Background: an optimization exercise with open tools, aiming at small area, a short achievable clock period and few clock cycles per item. Do not read the settings as production practice. Only simulation tests tie the RTL to the original design; equivalence was not proved.

Design pll_div_encoder, start of the top module:
module pll_div_encoder (
    input  wire        clk,
    input  wire        rst,
    input  wire        in_valid,
    output wire        in_ready,
    input  wire        in_op,
    input  wire [31:0] in_a,
    input  wire [31:0] in_num,
    input  wire [31:0] in_denom,
    output wire        out_valid,
    input  wire        out_ready,
    output wire [31:0] out_p1,
    output wire [31:0] out_p2,
    output wire [31:0] out_p3
);
Size: ~4100 cells after synthesis, about 240 flip-flops, ~25000 sq um of cells after synthesis.
==> flow/config.mk <==
export PLATFORM = sky130hd
export DESIGN_NAME = pll_div_encoder
export DESIGN_NICKNAME = pll_div_encoder
export VERILOG_FILES = /design/flow/design.v
export SDC_FILE = /design/flow/constraint.sdc
export NUM_CORES = 4
export LEC_CHECK = 0
export ABC_AREA = 1
export CAP_MARGIN = 20
export CORE_MARGIN = 2
export CORE_UTILIZATION = 40
export SETUP_SLACK_MARGIN = 5
export SLEW_MARGIN = 20
==> flow/constraint.sdc <==
create_clock -name core_clock -period 10.0 [get_ports {clk}]
set_input_delay 2.0000 -clock core_clock [delete_from_list [all_inputs] [get_ports {clk}]]
set_output_delay 2.0000 -clock core_clock [all_outputs]
set_load 0.01 [all_outputs]
standard.sh (not shown) runs the stock make flow with config.mk's settings and CLKGATE_MAP_FILE= SYNTH_SCRIPT=/design/flow/synth_recipe.tcl, a recipe that flattens the netlist after the stock synthesis.
==> flow/flow/run.sh <==
#!/bin/bash
# Standard layout, except that synthesis leaves adders to ABC instead of
# extracting full/half-adder cells first (ADDER_MAP_FILE empty). Registers,
# names and every later step are those of the standard flow.
set -euo pipefail
bash standard.sh ADDER_MAP_FILE= finish > flow_make.log 2>&1
The starting point passed the timing, design-rule and antenna checks.
Testbench counts at the start, summed over its fixed seeds: cycles 19,310, items 3,200.
==> next run, changes <==
--- a/flow/design.v
+++ b/flow/design.v
@@ -54,19 +54,19 @@
     wire [31:0] xn  = NR << lzn;
     wire [31:0] xd  = DR << lzd;
     wire        rnd_n = xn[7] & ((|xn[6:0]) | xn[8]);
     wire        rnd_d = xd[7] & ((|xd[6:0]) | xd[8]);
     wire [6:0]  E0    = {2'b00, lzd} - {2'b00, lzn} + 7'd7;
     wire        big   = (|NR[31:24]) | (|DR[31:24]);
     wire        pre   = ~big & (xn[31:26] < xd[31:26]);
     wire        is_int  = (NR == 32'd0);
     wire        is_unit = opr & (DR == 32'd1) & ~is_int;
-    wire take  = (st == S_IDLE) | (st == S_FIN);
+    wire take  = rdy;      
     wire free  = ~ov | out_ready;
     wire [24:0] mn_inc = {1'b0, R[23:0]} + {24'd0, rn};
     wire [23:0] mn_r   = mn_inc[24] ? 24'h800000 : mn_inc[23:0];
     wire [6:0]  E_r    = E + {6'd0, mn_inc[24]};
     wire [24:0] dA  = R + {1'b1, ~md} + {24'd0, ~rd};    
     wire        bA  = ~dA[24];
     wire [23:0] rA  = bA ? dA[23:0] : R[23:0];
     wire [24:0] R1  = {rA, 1'b0};
     wire [24:0] dB  = R1 + {1'b1, ~md} + {24'd0, ~rd};
@@ -85,27 +85,21 @@
     wire        zero   = (chkA & ~bA) | (chkB & ~bB);
     wire        div_done = zero | m12;
     wire        carry  = m12 & caseB & ~zero;
     wire        L23    = b0;
     wire        g      = L23 ? b24 : b25;
     wire        sticky = (L23 & b25) | (|R);
     wire        bl     = L23 ? b23 : b24;
     wire        up     = g & (sticky | bl);
     wire [6:0]  kE     = E - (L23 ? 7'd23 : 7'd24);
-    reg  [31:0] acc_sh, fr_x;
-    always @(*) begin
-        case (ps)
-            2'd1:    begin acc_sh = {P2[30:0], 1'b0};  fr_x = {P1[30:0], pd[0]}; end
-            2'd2:    begin acc_sh = {P2[29:0], 2'b00}; fr_x = {P1[29:0], pd};    end
-            default: begin acc_sh = P2;                fr_x = P1;                end
-        endcase
-    end
-    wire        fr_cin = (ps == 2'd0) & pd[0];
+    wire [31:0] acc_sh = ps[1] ? {P2[29:0], 2'b00} : ps[0] ? {P2[30:0], 1'b0} : P2;
+    wire [31:0] fr_x   = ps[1] ? {P1[29:0], pd}    : ps[0] ? {P1[30:0], pd[0]} : P1;
+    wire        fr_cin = ~ps[1] & ~ps[0] & pd[0];
     wire [31:0] hstep  = acc_sh + ({32{pd[1]}} & {P3[30:0], 1'b0})
                                 + ({32{pd[0]}} & P3);
     wire        fin    = (st == S_FIN);
     wire [24:0] a_eff  = in_op ? in_a[24:0] : {17'd0, in_a[7:0]};
     wire [31:0] kterm  = fin ? ({KR, 7'd0} - 32'd512) : 32'd0;
     wire [31:0] p1_sum = kterm + fr_x + {31'd0, fr_cin};
     wire [31:0] p2_fin = {NR[24:0], 7'd0} - hstep;
     reg [2:0] st_n;
     always @(*) begin
What happened: The new run completed with no timing, DRC or antenna violations; count of clock-buffer cells in the layout rose by 1; cell area rose by 2.8%; synthesized area fell by about 0.9%; critical path depth rose by 19; routed wire length fell by 1.2%; clock skew rose by 4.6 ps; die area fell by 0.91%; cell count rose by 1.6%; worst hold slack gets worse by 29 ps.
Testbench counts after the change, summed over its fixed seeds: cycles 19,310, items 3,200.

separate check: timing with driven ports:
No port has a modelled driver above. Below, the same layouts with a new extraction and two added sets of constraints. Step 1 sets driving cells, clkbuf_16 on the clock port and buf_2 on the other inputs (assumed; they add their load-dependent delay and slew). Step 2 adds t to the input delays and takes it off the output delays; t is the mean of the earliest and latest rising clock arrival at the registers after step 1. Input paths then give back, and output paths get back, about the clock's delay inside the block. a / b / c = ideal / step 1 / step 2; a / b = the first two.
run	t, ns	slack for setup (ns)	worst data-port slew with drivers (ns)	cell pins on the clock port's net
the first run	0.669	4.725 / 4.725 / 4.725	0.05	1
the second run	0.633	5.069 / 5.069 / 5.069	0.08	1
After both steps every run listed still meets setup and hold.
